This is an optimization exercise on Yosys and OpenROAD, whose aim is small area, a short achievable clock period and few clock cycles per item, not a production implementation. Only simulation tests tie the RTL to the original design; equivalence was not proved.

**design/flow/config.mk**
```make
export PLATFORM = sky130hd
export DESIGN_NAME = fdtu
export DESIGN_NICKNAME = fdtu
export VERILOG_FILES = /design/flow/design.v
export SDC_FILE = /design/flow/constraint.sdc
export NUM_CORES = 4
export LEC_CHECK = 0
export CAP_MARGIN = 20
export CORE_MARGIN = 2
export CORE_UTILIZATION = 45
export CTS_CLUSTER_DIAMETER = 100
export CTS_CLUSTER_SIZE = 30
export GPL_ROUTABILITY_DRIVEN = 1
export GPL_TIMING_DRIVEN = 1
export PLACE_DENSITY = 0.6
export SLEW_MARGIN = 20
export TNS_END_PERCENT = 100
```
**design/flow/constraint.sdc**
```tcl
create_clock -name core_clock -period 12.0 [get_ports {clk}]
set_input_delay 2.4000 -clock core_clock [delete_from_list [all_inputs] [get_ports {clk}]]
set_output_delay 2.4000 -clock core_clock [all_outputs]
set_load 0.01 [all_outputs]
```
**design/flow/design.v**
```verilog
module fdtu (
    input  wire         clk,
    input  wire         rst,           
    input  wire         cmd_valid,
    output reg          cmd_ready,
    input  wire [159:0] cmd_data,
    input  wire         fin_valid,
    output reg          fin_ready,
    input  wire [31:0]  fin_data,
    output reg          out_valid,
    output reg  [31:0]  out_data,
    output reg          busy,
    output reg          fault,
    output reg  [1:0]   fault_code,
    output wire [31:0]  fault_pos,
    output wire [31:0]  fault_info0,
    output wire [31:0]  fault_info1
);
    localparam integer N = 32;
    localparam [31:0] NAN_SENT = 32'h7FC00000;
    localparam [31:0] POS_INF  = 32'h7F800000;
    localparam [7:0] OP_DRAW = 8'h10, OP_PUT = 8'h11, OP_RDCOLOR = 8'h12, OP_RDDEPTH = 8'h13;
    localparam [7:0] OP_CLRC = 8'h20, OP_CLRD = 8'h21, OP_FILL = 8'h22, OP_SCANOUT = 8'h23;
    localparam [7:0] OP_GETW = 8'h24, OP_GETH = 8'h25;
    localparam [7:0] OP_CLI = 8'h30, OP_CRGB = 8'h31, OP_CRGBA = 8'h32, OP_CVEC4 = 8'h33;
    localparam [7:0] OP_CGRAY = 8'h34, OP_CCONST = 8'h35, OP_COUT = 8'h36;
    localparam [7:0] OP_GETR = 8'h38, OP_GETG = 8'h39, OP_GETB = 8'h3A, OP_GETA = 8'h3B;
    localparam [7:0] OP_SETR = 8'h3C, OP_SETG = 8'h3D, OP_SETB = 8'h3E, OP_SETA = 8'h3F;
    localparam [7:0] OP_CADD = 8'h40, OP_CSADD = 8'h41, OP_CMUL = 8'h42;
    localparam [7:0] OP_CCMPL = 8'h43, OP_CCMPLA = 8'h44;
    localparam [1:0] FC_COORD = 2'd1, FC_ILLEGAL = 2'd2, FC_UNINIT = 2'd3;
    localparam integer C_DRAW = 0, C_PUT = 1, C_RDC = 2, C_RDD = 3, C_CLRC = 4, C_CLRD = 5,
                       C_FILL = 6, C_SCAN = 7, C_EMIT = 8, C_RWE = 9, C_RCS = 10, C_RCD = 11,
                       C_COORD = 12, C_MUL = 13, C_NC = 14;
    localparam integer R_RDC = 0, R_CLI = 1, R_CRGB = 2, R_CRGBA = 3, R_CVEC4 = 4, R_CGRAY = 5,
                       R_CCONST = 6, R_SETR = 7, R_SETG = 8, R_SETB = 9, R_SETA = 10, R_CADD = 11,
                       R_CSADD = 12, R_CMUL = 13, R_CCMPL = 14, R_CCMPLA = 15;
    localparam integer E_RDD = 0, E_GETW = 1, E_GETH = 2, E_GETR = 3, E_GETG = 4, E_GETB = 5,
                       E_GETA = 6, E_SCAN = 7, E_COUT = 8;
    reg         a_valid;
    reg [159:0] a_cmd;
    reg [C_NC-1:0] a_cls;
    reg         a_wf;                 
    reg [1:0]   a_fcode;              
    reg [2:0]   a_ureg;               
    reg [4:0]   a_k;                  
    reg [3:0]   a_brw;                
    reg [N-1:0] a_oh;                 
    reg [7:0]   a_cdoh, a_csoh;       
    reg [15:0]  a_rsel;               
    reg [8:0]   a_esel;               
    reg         a_ph;                 
    reg         ok_q;                 
    reg         flt_q;                
    reg         mul_q;                
    reg [31:0]  pos;
    reg [31:0]  creg [0:7];
    reg [7:0]   cmark;
    reg [31:0]  cp [0:N-1];
    reg [31:0]  dp [0:N-1];
    reg         wb_v;                 
    reg         wb_f;                 
    reg [4:0]   wb_k;
    reg [31:0]  wb_c, wb_z, wb_d;     
    reg         q_v;                  
    reg [31:0]  q_d;
    reg         scan_act;
    reg [4:0]   scan_cnt;
    reg         fill_act;
    reg [4:0]   fill_cnt;             
    reg [N-1:0] skip;                 
    assign fault_pos   = pos;
    assign fault_info0 = a_cmd[31:0];
    assign fault_info1 = a_cmd[159:128];
    wire [31:0] w0 = a_cmd[31:0];
    wire [31:0] X  = a_cmd[63:32];
    wire [31:0] Y  = a_cmd[95:64];
    wire [31:0] Z  = a_cmd[127:96];
    wire [31:0] T  = a_cmd[159:128];
    wire [7:0]  op = w0[7:0];
    wire [2:0]  cd = w0[10:8];
    wire [2:0]  cs = w0[13:11];
    reg [31:0] rcd, rcs;
    integer g;
    always @(*) begin
        rcd = 32'd0;
        rcs = 32'd0;
        for (g = 0; g < 8; g = g + 1) begin
            rcd = rcd | (creg[g] & {32{a_cdoh[g]}});
            rcs = rcs | (creg[g] & {32{a_csoh[g]}});
        end
    end
    wire [4:0]  cp_ra = scan_act ? scan_cnt : a_k;
    wire [31:0] cp_ar = cp[cp_ra];
    reg  [31:0] dp_ar;
    integer r;
    always @(*) begin
        dp_ar = 32'd0;
        for (r = 0; r < N; r = r + 1) dp_ar = dp_ar | (dp[r] & {32{a_oh[r]}});
    end
    wire        wb_w  = wb_v && (wb_f || !fle32(wb_d, wb_z));
    wire [31:0] cp_rd = (wb_w && wb_k == cp_ra) ? wb_c : cp_ar;
    wire [31:0] dp_rd = (wb_w && wb_k == a_k)   ? wb_z : dp_ar;
    function is_nan;
        input [31:0] d;
        is_nan = (d[30:23] == 8'hFF) && (d[22:0] != 23'd0);
    endfunction
    function fle32;
        input [31:0] a;
        input [31:0] b;
        reg both_zero, lem, gem;
        begin
            both_zero = (a[30:0] == 31'd0) && (b[30:0] == 31'd0);
            lem = (a[30:0] <= b[30:0]);
            gem = (a[30:0] >= b[30:0]);
            if (is_nan(a) || is_nan(b)) fle32 = 1'b0;
            else if (both_zero)         fle32 = 1'b1;
            else if (a[31] != b[31])    fle32 = a[31];
            else if (a[31])             fle32 = gem;
            else                        fle32 = lem;
        end
    endfunction
    wire a_skip      = |(skip & a_oh);
    wire a_unfilled  = fill_act && !({~a_k[4:3], a_k[2:0]} < fill_cnt) && !a_skip;
    function [7:0] f2ch;
        input [31:0] v;
        input        brw;                        
        reg [23:0] m;
        reg [7:0]  t, r;
        reg        sat, inr;
        begin
            m   = {1'b1, v[22:0]};
            t   = brw ? m[23:16] - 8'd1 : m[23:16];
            case (v[25:23])                       
                3'd6:    r = t;
                3'd5:    r = {1'd0, t[7:1]};
                3'd4:    r = {2'd0, t[7:2]};
                3'd3:    r = {3'd0, t[7:3]};
                3'd2:    r = {4'd0, t[7:4]};
                3'd1:    r = {5'd0, t[7:5]};
                3'd0:    r = {6'd0, t[7:6]};
                default: r = {7'd0, t[7]};
            endcase
            sat = !v[31] && (v[30] || v[29:23] == 7'h7F);            
            inr = !v[31] && !v[30] &&                                
                  ((v[29:26] == 4'hF && v[25:23] != 3'd7) || v[29:23] == 7'h77);
            f2ch = (r & {8{inr}}) | {8{sat}};
        end
    endfunction
    wire [7:0] fx = f2ch(X, a_brw[0]);
    reg [31:0] cconst;
    always @(*) begin
        case (X[3:0])
            4'd0:    cconst = 32'hFF000000;
            4'd1:    cconst = 32'hFFFFFFFF;
            4'd2:    cconst = 32'hFF7F7F7F;
            4'd3:    cconst = 32'hFF0000FF;
            4'd4:    cconst = 32'hFF00FF00;
            4'd5:    cconst = 32'hFFFF0000;
            4'd6:    cconst = 32'hFF00FFFF;
            4'd7:    cconst = 32'hFFFF00FF;
            default: cconst = 32'hFFFFFF00;
        endcase
    end
    wire [7:0] opa = rcs[31:24];
    function [7:0] sat_add;
        input [7:0] x;
        input [7:0] a;
        reg   [8:0] s;
        begin
            s = {1'b0, x} + {1'b0, a};
            sat_add = s[8] ? 8'hFF : s[7:0];
        end
    endfunction
    function [11:0] nib4;
        input [7:0] x;
        input [3:0] a;
        reg [11:0] r0, r1, r2, r3, s1, c1, s2, c2;
        begin
            r0 = {4'd0, x}       & {12{a[0]}};
            r1 = {3'd0, x, 1'd0} & {12{a[1]}};
            r2 = {2'd0, x, 2'd0} & {12{a[2]}};
            r3 = {1'd0, x, 3'd0} & {12{a[3]}};
            s1 = r0 ^ r1 ^ r2;
            c1 = {(r0[10:0] & r1[10:0]) | (r0[10:0] & r2[10:0]) | (r1[10:0] & r2[10:0]), 1'b0};
            s2 = s1 ^ c1 ^ r3;
            c2 = {(s1[10:0] & c1[10:0]) | (s1[10:0] & r3[10:0]) | (c1[10:0] & r3[10:0]), 1'b0};
            nib4 = s2 + c2;
        end
    endfunction
    function [23:0] nib_prods;
        input [7:0] x;
        input [7:0] a;
        nib_prods = {nib4(x, a[7:4]), nib4(x, a[3:0])};
    endfunction
    function [7:0] div255;
        input [23:0] hl;
        reg   [15:0] p;
        reg   [8:0]  t;
        begin
            p = {hl[23:12], 4'd0} + {4'd0, hl[11:0]};
            t = {1'b0, p[15:8]} + {1'b0, p[7:0]};
            div255 = p[15:8] + {7'd0, t[8] | (&t[7:0])};
        end
    endfunction
    wire [95:0] nprods = {nib_prods(rcd[31:24], opa), nib_prods(rcd[23:16], opa),
                          nib_prods(rcd[15:8], opa),  nib_prods(rcd[7:0], opa)};
    wire [31:0] rv_cadd  = {rcd[31:24] + opa, rcd[23:16] + opa, rcd[15:8] + opa, rcd[7:0] + opa};
    wire [31:0] rv_csadd = {sat_add(rcd[31:24], opa), sat_add(rcd[23:16], opa),
                            sat_add(rcd[15:8], opa),  sat_add(rcd[7:0], opa)};
    wire [31:0] rv_cmul  = {div255(Z[31:8]), div255({Z[7:0], Y[31:16]}),
                            div255({Y[15:0], X[31:24]}), div255(X[23:0])};
    wire [31:0] reg_wv =
        ({32{a_rsel[R_RDC]}}    & cp_rd) |
        ({32{a_rsel[R_CLI]}}    & X) |
        ({32{a_rsel[R_CRGB]}}   & {8'hFF, Z[7:0], Y[7:0], X[7:0]}) |
        ({32{a_rsel[R_CRGBA]}}  & {T[7:0], Z[7:0], Y[7:0], X[7:0]}) |
        ({32{a_rsel[R_CVEC4]}}  & {f2ch(T, a_brw[3]), f2ch(Z, a_brw[2]), f2ch(Y, a_brw[1]), fx}) |
        ({32{a_rsel[R_CGRAY]}}  & {8'hFF, fx, fx, fx}) |
        ({32{a_rsel[R_CCONST]}} & cconst) |
        ({32{a_rsel[R_SETR]}}   & {rcd[31:8], X[7:0]}) |
        ({32{a_rsel[R_SETG]}}   & {rcd[31:16], X[7:0], rcd[7:0]}) |
        ({32{a_rsel[R_SETB]}}   & {rcd[31:24], X[7:0], rcd[15:0]}) |
        ({32{a_rsel[R_SETA]}}   & {X[7:0], rcd[23:0]}) |
        ({32{a_rsel[R_CADD]}}   & rv_cadd) |
        ({32{a_rsel[R_CSADD]}}  & rv_csadd) |
        ({32{a_rsel[R_CMUL]}}   & rv_cmul) |
        ({32{a_rsel[R_CCMPL]}}  & {8'hFF, ~rcs[23:0]}) |
        ({32{a_rsel[R_CCMPLA]}} & ~rcs);
    wire [31:0] emit_v =
        ({32{a_esel[E_RDD]}}  & dp_rd) |
        ({32{a_esel[E_GETW]}} & 32'd8) |
        ({32{a_esel[E_GETH]}} & 32'd4) |
        ({32{a_esel[E_GETR]}} & {24'd0, rcs[7:0]}) |
        ({32{a_esel[E_GETG]}} & {24'd0, rcs[15:8]}) |
        ({32{a_esel[E_GETB]}} & {24'd0, rcs[23:16]}) |
        ({32{a_esel[E_GETA]}} & {24'd0, rcs[31:24]}) |
        ({32{a_esel[E_SCAN]}} & cp_rd) |
        ({32{a_esel[E_COUT]}} & rcs);
    wire flt_x   = flt_q;
    wire reg_w   = ok_q && a_cls[C_RWE];
    wire cell_w  = ok_q && (a_cls[C_DRAW] || a_cls[C_PUT]);
    wire clrc_w  = ok_q && a_cls[C_CLRC];
    wire clrd_w  = ok_q && a_cls[C_CLRD];
    wire scan_go = ok_q && a_cls[C_SCAN];
    wire fill_go = ok_q && a_cls[C_FILL];
    wire fill_we = fin_ready && fin_valid;
    wire [4:0] fill_k = {~fill_cnt[4:3], fill_cnt[2:0]};
    wire [31:0] i_w0 = cmd_data[31:0];
    wire [31:0] i_x  = cmd_data[63:32];
    wire [31:0] i_y  = cmd_data[95:64];
    wire [31:0] i_z  = cmd_data[127:96];
    wire [31:0] i_t  = cmd_data[159:128];
    wire [7:0]  i_op = i_w0[7:0];
    wire [2:0]  i_cd = i_w0[10:8];
    wire [2:0]  i_cs = i_w0[13:11];
    reg       known, use_cd, use_cs;
    reg [1:0] kx, ky, kz, kt;
    reg [C_NC-1:0] cls;
    always @(*) begin
        known = 1'b1; use_cd = 1'b0; use_cs = 1'b0;
        kx = 2'd0; ky = 2'd0; kz = 2'd0; kt = 2'd0;
        cls = {C_NC{1'b0}};
        case (i_op)
            OP_DRAW:    begin use_cs = 1'b1; kx = 2'd1; ky = 2'd1; kz = 2'd1;
                              cls[C_DRAW] = 1'b1; cls[C_RCS] = 1'b1; cls[C_COORD] = 1'b1; end
            OP_PUT:     begin use_cs = 1'b1; kx = 2'd1; ky = 2'd1;
                              cls[C_PUT] = 1'b1; cls[C_RCS] = 1'b1; cls[C_COORD] = 1'b1; end
            OP_RDCOLOR: begin use_cd = 1'b1; kx = 2'd1; ky = 2'd1;
                              cls[C_RDC] = 1'b1; cls[C_RWE] = 1'b1; cls[C_COORD] = 1'b1; end
            OP_RDDEPTH: begin kx = 2'd1; ky = 2'd1;
                              cls[C_RDD] = 1'b1; cls[C_EMIT] = 1'b1; cls[C_COORD] = 1'b1; end
            OP_CLRC:    begin use_cs = 1'b1; cls[C_CLRC] = 1'b1; cls[C_RCS] = 1'b1; end
            OP_CLRD:    begin kz = 2'd1; cls[C_CLRD] = 1'b1; end
            OP_FILL:    cls[C_FILL] = 1'b1;
            OP_SCANOUT: begin cls[C_SCAN] = 1'b1; cls[C_EMIT] = 1'b1; end
            OP_GETW, OP_GETH: cls[C_EMIT] = 1'b1;
            OP_CLI:     begin use_cd = 1'b1; kx = 2'd1; cls[C_RWE] = 1'b1; end
            OP_CRGB:    begin use_cd = 1'b1; kx = 2'd2; ky = 2'd2; kz = 2'd2; cls[C_RWE] = 1'b1; end
            OP_CRGBA:   begin use_cd = 1'b1; kx = 2'd2; ky = 2'd2; kz = 2'd2; kt = 2'd2; cls[C_RWE] = 1'b1; end
            OP_CVEC4:   begin use_cd = 1'b1; kx = 2'd1; ky = 2'd1; kz = 2'd1; kt = 2'd1; cls[C_RWE] = 1'b1; end
            OP_CGRAY:   begin use_cd = 1'b1; kx = 2'd1; cls[C_RWE] = 1'b1; end
            OP_CCONST:  begin use_cd = 1'b1; kx = 2'd3; cls[C_RWE] = 1'b1; end
            OP_COUT, OP_GETR, OP_GETG, OP_GETB, OP_GETA:
                        begin use_cs = 1'b1; cls[C_EMIT] = 1'b1; cls[C_RCS] = 1'b1; end
            OP_SETR, OP_SETG, OP_SETB, OP_SETA:
                        begin use_cd = 1'b1; kx = 2'd2; cls[C_RWE] = 1'b1; cls[C_RCD] = 1'b1; end
            OP_CADD, OP_CSADD:
                        begin use_cd = 1'b1; use_cs = 1'b1;
                              cls[C_RWE] = 1'b1; cls[C_RCS] = 1'b1; cls[C_RCD] = 1'b1; end
            OP_CMUL:    begin use_cd = 1'b1; use_cs = 1'b1; cls[C_MUL] = 1'b1;
                              cls[C_RWE] = 1'b1; cls[C_RCS] = 1'b1; cls[C_RCD] = 1'b1; end
            OP_CCMPL, OP_CCMPLA:
                        begin use_cd = 1'b1; use_cs = 1'b1; cls[C_RWE] = 1'b1; cls[C_RCS] = 1'b1; end
            default:    known = 1'b0;
        endcase
    end
    reg [15:0] rsel;
    reg [8:0]  esel;
    always @(*) begin
        rsel = 16'd0;
        esel = 9'd0;
        case (i_op)
            OP_RDCOLOR: rsel[R_RDC]    = 1'b1;
            OP_CLI:     rsel[R_CLI]    = 1'b1;
            OP_CRGB:    rsel[R_CRGB]   = 1'b1;
            OP_CRGBA:   rsel[R_CRGBA]  = 1'b1;
            OP_CVEC4:   rsel[R_CVEC4]  = 1'b1;
            OP_CGRAY:   rsel[R_CGRAY]  = 1'b1;
            OP_CCONST:  rsel[R_CCONST] = 1'b1;
            OP_SETR:    rsel[R_SETR]   = 1'b1;
            OP_SETG:    rsel[R_SETG]   = 1'b1;
            OP_SETB:    rsel[R_SETB]   = 1'b1;
            OP_SETA:    rsel[R_SETA]   = 1'b1;
            OP_CADD:    rsel[R_CADD]   = 1'b1;
            OP_CSADD:   rsel[R_CSADD]  = 1'b1;
            OP_CMUL:    rsel[R_CMUL]   = 1'b1;
            OP_CCMPL:   rsel[R_CCMPL]  = 1'b1;
            OP_CCMPLA:  rsel[R_CCMPLA] = 1'b1;
            OP_RDDEPTH: esel[E_RDD]    = 1'b1;
            OP_GETW:    esel[E_GETW]   = 1'b1;
            OP_GETH:    esel[E_GETH]   = 1'b1;
            OP_GETR:    esel[E_GETR]   = 1'b1;
            OP_GETG:    esel[E_GETG]   = 1'b1;
            OP_GETB:    esel[E_GETB]   = 1'b1;
            OP_GETA:    esel[E_GETA]   = 1'b1;
            OP_SCANOUT: esel[E_SCAN]   = 1'b1;
            OP_COUT:    esel[E_COUT]   = 1'b1;
            default: ;
        endcase
    end
    function i_brw;
        input [31:0] v;
        i_brw = {v[15:0], 8'd0} < {1'b1, v[22:0]};
    endfunction
    function field_ok;
        input [1:0]  kind;
        input [31:0] v;
        begin
            case (kind)
                2'd0:    field_ok = (v == 32'd0);
                2'd1:    field_ok = 1'b1;
                2'd2:    field_ok = (v[31:8] == 24'd0);
                default: field_ok = (v[31:4] == 28'd0) && (v[3:0] <= 4'd8);
            endcase
        end
    endfunction
    wire i_legal = known && (i_w0[31:14] == 18'd0)
                   && (use_cd || i_cd == 3'd0) && (use_cs || i_cs == 3'd0)
                   && field_ok(kx, i_x) && field_ok(ky, i_y) && field_ok(kz, i_z) && field_ok(kt, i_t);
    wire i_xok = (i_x[31:2] == 30'd0) || (i_x[31:2] == 30'h3FFFFFFF);
    wire i_yok = (i_y == 32'hFFFFFFFF) || ((i_y[31:2] == 30'd0) && !(i_y[1] && i_y[0]));
    wire i_cok = i_xok && i_yok;
    wire [1:0] i_row = {~(i_y[1] ^ i_y[0]), i_y[0]};           
    wire [4:0] i_kr  = {i_row, ~i_x[2], i_x[1:0]};
    wire [4:0] i_k = cls[C_COORD] ? i_kr : 5'd0;
    wire [7:0] mark_n = cmark | ({7'd0, reg_w} << cd);
    wire i_ucd = cls[C_RCD] && !mark_n[i_cd];
    wire i_ucs = cls[C_RCS] && !mark_n[i_cs];
    wire i_wf  = !i_legal || i_ucd || i_ucs || (cls[C_COORD] && !i_cok);
    wire [1:0] i_fcode = !i_legal ? FC_ILLEGAL : (i_ucd || i_ucs) ? FC_UNINIT : FC_COORD;
    function conflict;
        input [C_NC-1:0] c;
        input [4:0]      k;
        input            sa;
        input [4:0]      sc;
        input            fa;
        input [4:0]      fc;
        input            qv;
        begin
            conflict = (qv && (c[C_SCAN] || (sa && c[C_EMIT]))) ||
                       (sa && ((c[C_SCAN] && sc != 5'd31) ||
                               (c[C_FILL] && sc < 5'd24) || c[C_CLRC] || (c[C_RDC] && k != sc) ||
                               ((c[C_DRAW] || c[C_PUT]) && (k > sc)))) ||
                       (fa && (c[C_SCAN] || c[C_FILL] || c[C_CLRC] || c[C_CLRD] ||
                               ((c[C_RDC] || c[C_RDD]) && !({~k[4:3], k[2:0]} < fc))));
        end
    endfunction
    wire acc        = cmd_valid && cmd_ready;
    wire fault_n    = fault || flt_x;
    wire a_valid_n  = acc || (a_valid && !(ok_q || flt_q));
    wire scan_act_n = scan_go || (scan_act && scan_cnt != 5'd31);
    wire [4:0] scan_cnt_n = (scan_go && !scan_act) ? 5'd1 : scan_cnt + 5'd1;    
    wire fill_end   = fill_we && fill_cnt == 5'd31;
    wire fill_act_n = fill_go || (fill_act && !fill_end);
    wire [4:0] fill_cnt_n = fill_cnt + {4'd0, fill_we};
    wire a_ph_n     = a_ph || mul_q;
    wire emit_x     = ok_q && a_cls[C_EMIT] && !a_cls[C_SCAN];
    wire q_v_n      = scan_act ? (q_v || emit_x) : (q_v && emit_x);
    wire [C_NC-1:0] o_cls = acc ? cls  : a_cls;
    wire [4:0]      o_k   = acc ? i_kr : a_k;
    wire            o_wf  = acc ? i_wf : a_wf;
    wire            o_ph  = acc ? 1'b0 : a_ph_n;
    wire o_mul0  = o_cls[C_MUL] && !o_ph;
    wire o_block = conflict(o_cls, o_k, scan_act_n, scan_cnt_n, fill_act_n, fill_cnt_n, q_v_n) || o_mul0;
    wire live_n  = a_valid_n && !fault_n;
    wire bg_n    = scan_act_n || fill_act_n || q_v_n;
    wire ok_n    = live_n && !o_wf && !o_block;
    wire flt_n   = live_n && o_wf && !bg_n;
    always @(posedge clk) begin
        if (rst) begin
            a_valid     <= 1'b0;
            flt_q       <= 1'b0;
            ok_q        <= 1'b0;
            mul_q       <= 1'b0;
            cmd_ready   <= 1'b1;
            busy        <= 1'b0;
            pos         <= 32'd0;
            cmark       <= 8'd0;
            scan_act    <= 1'b0;
            scan_cnt    <= 5'd0;
            fill_act    <= 1'b0;
            fill_cnt    <= 5'd0;
            fin_ready   <= 1'b0;
            skip        <= {N{1'b0}};
            fault       <= 1'b0;
            fault_code  <= 2'd0;
            out_valid   <= 1'b0;
            out_data    <= 32'd0;
            wb_v        <= 1'b0;
            q_v         <= 1'b0;
        end else begin
            wb_v      <= cell_w;
            a_valid   <= a_valid_n;
            ok_q      <= ok_n;
            flt_q     <= flt_n;
            mul_q     <= live_n && !o_wf && o_mul0;
            cmd_ready <= !fault_n && (!a_valid_n || ok_n || flt_n);
            busy      <= live_n || scan_act_n || fill_act_n || q_v_n;
            scan_act <= scan_act_n;
            if (scan_act || scan_go) scan_cnt <= scan_cnt_n;
            fill_act <= fill_act_n;
            fill_cnt <= fill_cnt_n;
            fin_ready <= (fill_act_n || (ok_n && o_cls[C_FILL])) &&
                         !(ok_q && (a_cls[C_DRAW] || a_cls[C_PUT]));
            if (!fill_act_n)
                skip <= {N{1'b0}};
            else if (ok_q && (a_cls[C_DRAW] || a_cls[C_PUT]) && fill_act &&
                     !({~a_k[4:3], a_k[2:0]} < fill_cnt))
                skip <= skip | a_oh;
            out_valid <= scan_act || q_v || (ok_q && a_cls[C_EMIT]);
            out_data  <= scan_act ? cp_rd : q_v ? q_d : emit_v;
            q_v       <= q_v_n;
            if (flt_x) begin
                fault      <= 1'b1;
                fault_code <= a_fcode;
            end
            if (ok_q) pos <= pos + 32'd1;
            cmark <= mark_n;
        end
    end
    always @(posedge clk) begin
        if (flt_x) begin
            if (a_fcode == FC_UNINIT) begin
                a_cmd[31:0]    <= {29'd0, a_ureg};
                a_cmd[159:128] <= 32'd0;
            end else if (a_fcode == FC_COORD) begin
                a_cmd[31:0]    <= X;
                a_cmd[159:128] <= Y;
            end else begin
                a_cmd[159:128] <= X;
            end
        end else if (acc) begin
            a_cmd <= cmd_data;
        end else if (mul_q) begin
            a_cmd[127:32] <= nprods;
        end
        if (acc) begin
            a_cls   <= cls;
            a_wf    <= i_wf;
            a_fcode <= i_fcode;
            a_ureg  <= i_ucd ? i_cd : i_cs;
            a_k     <= i_k;
            a_brw   <= {i_brw(i_t), i_brw(i_z), i_brw(i_y), i_brw(i_x)};
            a_oh    <= {{(N-1){1'b0}}, 1'b1} << i_k;
            a_cdoh  <= 8'd1 << i_cd;
            a_csoh  <= 8'd1 << i_cs;
            a_rsel  <= rsel;
            a_esel  <= esel;
        end
        a_ph <= o_ph;
    end
    always @(posedge clk) begin
        wb_f <= a_cls[C_PUT] || a_unfilled;
        wb_d <= dp_rd;
        if (emit_x && (scan_act || q_v)) q_d <= emit_v;
        wb_k <= a_k;
        wb_c <= rcs;
        wb_z <= a_cls[C_DRAW] ? Z : NAN_SENT;
    end
    always @(posedge clk) begin
        if (reg_w) creg[cd] <= reg_wv;
    end
    wire [31:0] cp_wd = rst ? 32'hFFFFFFFF : clrc_w ? rcs : fin_ready ? fin_data : wb_c;
    wire [31:0] dp_wd = rst ? POS_INF      : clrd_w ? Z   : fin_ready ? NAN_SENT : wb_z;
    integer n;
    always @(posedge clk) begin
        for (n = 0; n < N; n = n + 1) begin
            if (rst || clrc_w || (wb_w && wb_k == n) || (fill_we && fill_k == n && !skip[n]))
                cp[n] <= cp_wd;
            if (rst || clrd_w || (wb_w && wb_k == n) || (fill_we && fill_k == n && !skip[n]))
                dp[n] <= dp_wd;
        end
    end
endmodule
```
**design/flow/flow/run.sh**
```bash
#!/bin/bash
set -uo pipefail
MARGIN=$(cat flow/margin.txt)
bash standard.sh SETUP_SLACK_MARGIN=$MARGIN \
    'BUFFER_PORTS_ARGS=-buffer_cell sky130_fd_sc_hd__buf_4' finish > standard_flow.log 2>&1
```
**design/flow/flow/margin.txt**
```
8
```
**design/flow/standard.sh**
```bash
#!/bin/bash
# synth_recipe.tcl (not shown) runs the flow's synth.tcl, then flattens the netlist and writes it again
# the make line also repeats each setting of config.mk as NAME=value (left out here)
make -C /OpenROAD-flow-scripts/flow DESIGN_CONFIG=/design/flow/config.mk WORK_HOME=/design/flow/orfs CLKGATE_MAP_FILE= SYNTH_SCRIPT=/design/flow/synth_recipe.tcl "${@:-finish}"
```
==> run summary <==
## worst reg2reg max path, delay by kind of cell (launching register included)
| kind | cells | cell delay, ns |
|---|---|---|
| AOI/OAI and AO/OA | 10 | 1.84 |
| adders and majority gates | 5 | 1.28 |
| and+or+nand+nor | 6 | 1.14 |
| DFF | 1 | 0.46 |
| xor gates and xnor gates | 1 | 0.12 |
## final cells by class
class | instances | share of cell area
sequential | 2833 | 0.545
clock inverter | 38 | 0.00466
timing repair buffer | 1287 | 0.0848
tap | 3589 | 0.0296
multi-input combinational | 5400 | 0.300
inverter | 535 | 0.0145
antenna | 26 | 0.000429
clock buffer | 173 | 0.0214
## sequential cells by signal, indices dropped and copies added, names as in the netlist, 8 cells and up, named ones only
register  count
a_rsel       16
wb_d         32
a_cls        11
out_data     32
skip         32
a_esel        9
a_oh         32
wb_c         32
dp         1024
creg        256
cp         1024
pos          32
a_cdoh        8
cmark         8
q_d          32
a_cmd       160
a_csoh        8
wb_z         32
## kinds of logic after synthesis
kind of cell / count (synthesis)
AOI/OAI and AO/OA: 2457
xor gates and xnor gates: 211
muxes: 120
adders and majority gates: 438
DFF: 2833
buffers and inverters: 1063
and+or+nand+nor: 2096
## worst min-delay path by stage
stage          slack (ns)   start  cells after the start      end
6_report             0.48    a_ph                      2     a_ph
5_1_grt              0.48    a_ph                      2     a_ph
4_1_cts              0.47    a_ph                      2     a_ph
3_5_place_dp         0.45    a_ph                      2     a_ph
3_3_place_gp         0.44    a_ph                      2     a_ph
2_1_floorplan        0.34  a_k[0]                      0  wb_k[0]
## synthesized netlist by cell type (50+ instances only)
cell	n	area [um2]
xnor2_1	120	1050
edfxtp_1	2584	77600
a22o_1	203	1780
fa_1	124	2480
xor2_1	91	797
nand3_1	112	561
mux2i_1	92	921
inv_1	530	1990
nor3_1	149	746
nand4_1	215	1350
a22oi_1	896	6730
dfxtp_1	249	4980
nor4_1	83	519
ha_1	314	3930
nand2b_1	50	313
nor2b_1	65	407
and2_1	69	432
o21ai_0	256	1280
nand2_1	564	2120
a21oi_1	411	2060
a21o_1	68	510
buf_1	60	225
a221oi_1	205	1800
clkbuf_1	418	1570
nor2_1	585	2200
## report_power, final
part	internal [mW]	switching, mW	total [mW]
Clock	2.03	3.31	5.34
Sequential	11.1	0.277	11.4
Combinational	2.30	3.43	5.73
Total	15.4	7.02	22.5
## what timing repair did
item                       in CTS  in global routing
gates resized for setup       959                508
cloned                         64                 48
buffers inserted              445                202
setup endpoints to repair    4441               3873
pin swaps                     353                305
## routing by layer
metal / routed length, um / vias to the layer above / GRT usage
met5: 168 / - / 0
met4: 44800 / 24 / 0.226
met3: 80200 / 1695 / 0.105
met2: 239000 / 7993 / 0.557
met1: 199000 / 48500 / 0.505
li1: - / 37734 / -
==> results.cfg <==
[critical_path]
cp-start-kind = flop
worstPathMaxFanout = 8
rr_endpoint = creg[3][9]
critPathKind = flop to flop
startpoint = a_cmd[68]
r2r_start = a_cmd[68]
crit_family = compound AO/OA/AOI/OAI gates
cp-end-kind = flop
max_stage_delay_ns = 0.48
arrival_ns = 5.74
critPathBufInv = 0
crit_chain = ha_4, fa_2, a21o_1, a21oi_2, o21bai_2, a21oi_2, xnor2_4, ha_1, nor2b_1, o21ai_0, nand2b_1, a21o_1, a21oi_2, nor2b_1, o21ai_1, nand2_1, ha_4, ha_4, a222oi_1, o211ai_1, nor4b_4, nand3_2
worst_ep_required_time_ns = 12.61
worst_path_max_delay_cell = nor4b_4
rrSetupSlack_ns = 6.87
crit_cells = 22
crit_end = creg[3][9]
r2r_cells = 22

[synth]
synth_xor_area_frac = 0.0149
ys_types = 90
synthMuxAreaShare = 0.0103
syn_nets = 9852
synth_seq_area_share = 0.666
synth.ff_latch_count = 2833
synth_top_family_by_area = compound AO/OA/AOI/OAI gates
yosys_warnings = 3
synth_compound_area_frac = 0.142
synth.avg_cell_area_um2 = 13.5
synthAdderAreaFrac = 0.0517
syn-instance-count = 9218
synthSimpleGateAreaFrac = 0.0823
synth_edf_count = 2584
syn_area_um2 = 124000
synthArstFlopShare = 0
synthFlopType = edfxtp_1

[routing]
via_count = 95946
totalWireLength_mm = 563
drtIter0Drc = 17059
drt_pass1_iterations = 8
wl_per_cell_um = 40.6
vias_per_cell = 6.91
ant_nets = 0
drc = 0

[placed_design]
placed_cells = 12884
port_buffers = 330
routabilityCongestion = 0.997
place_worst_setup_slack_ns = 5.96
dp_hpwl_mm = 320
placed_cell_area_um2 = 133000

[layout]
final_common_cell = edfxtp_1
nNetsFinal = 10810
syn2layout_area_growth_pct = 22.3
finalInstanceArea_um2 = 152000
multi_input_area_um2 = 45500
seq_area_um2 = 82700
layout_common_cells = edfxtp_1, buf_4, a22oi_1, nor2_1, nand2_1
drive_gt1_frac = 0.252
final_core_util = 0.554
n_fill_cell = 21942
instances_no_fill = 13881

[worst_hold_path]
hold_path.class = flop to flop

[timing]
fin_crit_ns = 5.13
hold_slack_ns = 0.478
skew_ns = 0.0965
worst_slew_pin_slew_ns = 1.24
post-route-period-util = 0.428
finalMaxSlewViolations = 0
setup-violations-final = 0
maxSlewHeadroom = 0.169
tns_ns = 0
rsz0062_at_grt = true
final-hold-violation-count = 0
setup_slack_ns = 6.87
max_freq_mhz = 195

[clocking]
ctsHoldBuffers = 0
max-clock-path-buffers = 3
cts_tree = done
root_buffer = clkbuf_16
cts_buffers = 119
htree_num_levels = 3
clk_latency_ns = 0.92
clkTransAtPathRegs_ns = 0.11
cts_sinks = 2833

[global_route]
grt_overflow_total = 0
grt_use_total = 0.380
antenna_found_initial = 35
grt_pass1_vias = 87928
grt_pass1_wl_mm = 732
grt_max_degree = 106

[floorplanning]
fp-row-count = 192
dieArea_um2 = 280000
die_width_um = 529
coreArea_um2 = 274000
die_h_um = 529
initial_core_util = 0.453
design.portCount = 331

[job]
maxCapViolCount = 0

[pwr]
peakVddDrop_mv = 0.150
total_power_mw = 22.5
p_leak_nw = 51.1
power.density_nw_per_um2 = 148

[run_status]
status = timing/DRC/antenna clean
Testbench counts, summed over its fixed seeds: cycles 66,684, commands 25,600.

==> static timing again, ports no longer ideal <==
Ports are ideal in the flow. The routed layout listed here was re-timed in OpenROAD.
Step 1: set_driving_cell puts a clkbuf_16 on clk and a buf_2 on each other input, an assumption about the parent block.
Step 2 times the ports against the registers' clock, not the clock port: input delays grow and output delays shrink by t, the midpoint of the rising clock arrivals with the driver on.
Slacks: no drivers / after step 1 / after step 2; pairs: no drivers / after step 1.
t (ns): 0.996
setup WS [ns]: 6.868 / 6.868 / 6.448
clock arrival spread, ns: 0.104 / 0.105
After both steps this run still meets setup and hold. For this run, drivers alone change the setup slack by 0.000 ns; drivers and shift together by -0.420 ns.
